Source: an optimization exercise on an open RTL-to-GDS flow (aim: small area). Production flows keep margins and buffers that such runs may drop. Function was checked by simulation only, so behaviour that the tests miss may differ from the original. Power and IR drop assume default switching activity.

// isp_core
module isp_core (
    input  wire        clk,
    input  wire        rst,
    input  wire        tick_ms,
    input  wire        cmd_valid,
    output wire        cmd_ready,
    input  wire [31:0] cmd_word,
    output reg         rsp_valid,
    input  wire        rsp_ready,
    output reg  [31:0] rsp_word,
    input  wire [7:0]  sid,
    output wire        tp_open,
    input  wire        tp_open_ack,
    output wire        tp_close,
    input  wire        tp_close_ack,
    output wire        tx_valid,
    input  wire        tx_ready,
    output wire [7:0]  tx_data,
    output wire        tx_flush,
    input  wire        tx_flush_ack,
    input  wire [7:0]  rx_avail,
    output wire        rx_rd,
    input  wire        rx_done,
    input  wire        rx_valid,
    input  wire [7:0]  rx_data,
    output reg         busy,
    output reg         done,
    output wire [3:0]  phase_o
);
clock: 16.0 ns
lec_check: 0
cap_margin: 0
core_margin: 2
core_utilization: 40
gpl_timing_driven: 0
slew_margin: 0
standard.sh (not shown) runs the stock make flow with config.mk's settings and CLKGATE_MAP_FILE= SYNTH_SCRIPT=/design/flow/synth_recipe.tcl, a recipe that flattens the netlist after the stock synthesis.
==> flow/flow/run.sh <==
#!/bin/bash
# Layout flow: the standard synthesis, an area re-mapping of its
# combinational logic (registers untouched), then the standard layout with
# small port buffers and a leaner clock tree.
set -euo pipefail
W=$(pwd)
R=$W/orfs/results/$FLOW_PLATFORM/isp_core/base
LIB=$FLOW_HOME/platforms/$FLOW_PLATFORM/lib/sky130_fd_sc_hd__tt_025C_1v80.lib

# 1. standard synthesis
bash standard.sh synth > $W/flow_synth.log 2>&1

# 2. area re-mapping of the combinational cells: a few ABC scripts in
#    parallel, keeping the smallest result
cp $R/1_2_yosys.v $W/standard_1_2_yosys.v
S[1]="+strash;&get,-n;&deepsyn,-T,60;&put;&get,-n;&dch,-f;&nf,-R,1000;&put"
S[2]="+strash;dc2;&get,-n;&deepsyn,-T,60;&put;&get,-n;&dch,-f;&nf,-R,1000;&put"
S[3]="+strash;&get,-n;&deepsyn,-T,60;&put;&get,-n;&dch;&nf,-R,1000;&put"
S[4]="+strash;dch,-f;amap;topo"
for i in 1 2 3 4; do
  RESYN_LIB=$LIB RESYN_TOP=$FLOW_TOP RESYN_IN=$W/standard_1_2_yosys.v RESYN_OUT=$W/resyn_$i.v \
  RESYN_DONT_USE="sky130_fd_sc_hd__probe_p_8 sky130_fd_sc_hd__probec_p_8 sky130_fd_sc_hd__lpflow_*" \
  RESYN_SCRIPT="${S[$i]}" \
    yosys -c $W/flow/resyn.tcl > $W/flow_resyn_$i.log 2>&1 &
done
wait
best=""; besta=""
for i in 1 2 3 4; do
  [[ -s $W/resyn_$i.v ]] || continue
  a=$(grep "Chip area for module" $W/flow_resyn_$i.log | tail -1 | awk '{print $NF}')
  [[ -n "$a" ]] || continue
  if [[ -z "$best" ]] || awk -v x=$a -v y=$besta 'BEGIN{exit !(x<y)}'; then best=$i; besta=$a; fi
done
echo "resyn areas:" $(grep -h "Chip area for module" $W/flow_resyn_*.log | awk '{print $NF}') "chosen $best ($besta)" > $W/flow_resyn_choice.log
if [[ -n "$best" ]]; then
  cp $W/resyn_$best.v $R/1_2_yosys.v
  touch $R/1_2_yosys.v
fi

# 3. the rest of the standard layout
bash standard.sh \
  BUFFER_PORTS_ARGS="-buffer_cell sky130_fd_sc_hd__buf_1" \
  CTS_ARGS="-sink_clustering_enable -repair_clock_nets -buf_list sky130_fd_sc_hd__clkbuf_4 -sink_clustering_size 8 -sink_clustering_max_diameter 50 -dont_use_dummy_load" \
  finish > $W/flow_layout.log 2>&1
Other scripts of this flow, unchanged in this note and not shown: flow/flow/resyn.tcl
Edit:
--- a/flow/flow/run.sh
+++ b/flow/flow/run.sh
@@ -42,3 +42,3 @@
   BUFFER_PORTS_ARGS="-buffer_cell sky130_fd_sc_hd__buf_1" \
-  CTS_ARGS="-sink_clustering_enable -repair_clock_nets -buf_list sky130_fd_sc_hd__clkbuf_4 -sink_clustering_size 8 -sink_clustering_max_diameter 50 -dont_use_dummy_load" \
+  CTS_ARGS="-sink_clustering_enable -repair_clock_nets -buf_list sky130_fd_sc_hd__clkbuf_8 -sink_clustering_size 12 -sink_clustering_max_diameter 60 -dont_use_dummy_load" \
   finish > $W/flow_layout.log 2>&1
Settings changed: CAP_MARGIN 0 to 20, SLEW_MARGIN 0 to 20.
Design area rises by 0.83%.
Non-clock buffer count stays the same.
Count of clock-buffer cells in the layout falls by 10.
Utilization rises by 0.38 points.
Synthesized area stays the same.
Flip-flop and latch count stays the same.
Setup slack improves by 0.32 ns.
Die area is unchanged.
Global-route usage falls by 0.27 points.
Power rises by 2.9%.
Edit:
--- a/flow/flow/run.sh
+++ b/flow/flow/run.sh
@@ -42,3 +42,3 @@
   BUFFER_PORTS_ARGS="-buffer_cell sky130_fd_sc_hd__buf_1" \
-  CTS_ARGS="-sink_clustering_enable -repair_clock_nets -buf_list sky130_fd_sc_hd__clkbuf_8 -sink_clustering_size 12 -sink_clustering_max_diameter 60 -dont_use_dummy_load" \
+  CTS_ARGS="-sink_clustering_enable -repair_clock_nets -buf_list sky130_fd_sc_hd__clkbuf_4 -sink_clustering_size 10 -sink_clustering_max_diameter 50 -dont_use_dummy_load" \
   finish > $W/flow_layout.log 2>&1
Outcome: Non-clock buffer count is unchanged. Sequential cell count stays the same. Fmax came out lower by 0.35%. Cell area came out lower by 0.88%. Cell count came out higher by 0.45%. Total power came out lower by 3.8%. Routed wire length is about the same. Global-route usage came out higher by 0.25 points. Sequential share of layout area came out higher by 0.42 points.


Starting RTL as in the previous note.
Settings: LEC_CHECK=0, CAP_MARGIN=20, CORE_MARGIN=2, CORE_UTILIZATION=40, CTS_BUF_LIST=sky130_fd_sc_hd__clkbuf_2 sky130_fd_sc_hd__clkbuf_4 sky130_fd_sc_hd__clkbuf_8, SLEW_MARGIN=20; clock period 16.0 ns.
run.sh (not shown) runs the stock make flow with config.mk's settings and CLKGATE_MAP_FILE= SYNTH_SCRIPT=/design/flow/synth_recipe.tcl, a recipe that flattens the netlist after the stock synthesis.
Stock flow here: none of the scripts above is used.
The baseline produced a clean layout.
Change:
CTS_BUF_LIST = sky130_fd_sc_hd__clkbuf_4   (was sky130_fd_sc_hd__clkbuf_2 sky130_fd_sc_hd__clkbuf_4 sky130_fd_sc_hd__clkbuf_8)
Result:
- routed wire length is higher by 0.89%
- die area is unchanged
- final area barely changes
- critical path depth stays the same
- utilization grows by 0.13 points
- clock skew came out higher by 0.027 ns
- total power increases by 0.98%
- synthesized cell count is unchanged

## afterwards: timing with drivers on the ports
The results above use ideal ports. As a check the final layouts listed here were re-extracted and re-timed, cells and wires unchanged.
Step 1, drivers: a clkbuf_16 drives clk and a buf_2 each remaining input, both assumed.
Step 2, shift: input delay + t, output delay - t, t = (earliest + latest rising clock arrival at the registers) / 2. This alone moves slack from input paths to output paths.
Slacks: no drivers / after step 1 / after step 2; pairs: no drivers / after step 1.
run	shift t [ns]	setup WS [ns]	worst setup path at the end
the first run of note 1	0.682	8.156 / 8.109 / 7.943	input to register
the second run of note 1	0.612	8.471 / 8.424 / 7.968	input to register
the third run of note 1	0.654	8.444 / 8.400 / 7.894	input to register
the first run of note 2	0.611	8.238 / 8.191 / 7.920	input to register
the second run of note 2	0.778	8.091 / 8.042 / 7.906	input to register
After both steps every run listed still meets setup and hold. For the third run of note 1, which loses most, drivers alone change the setup slack by -0.044 ns; drivers and shift together by -0.550 ns.
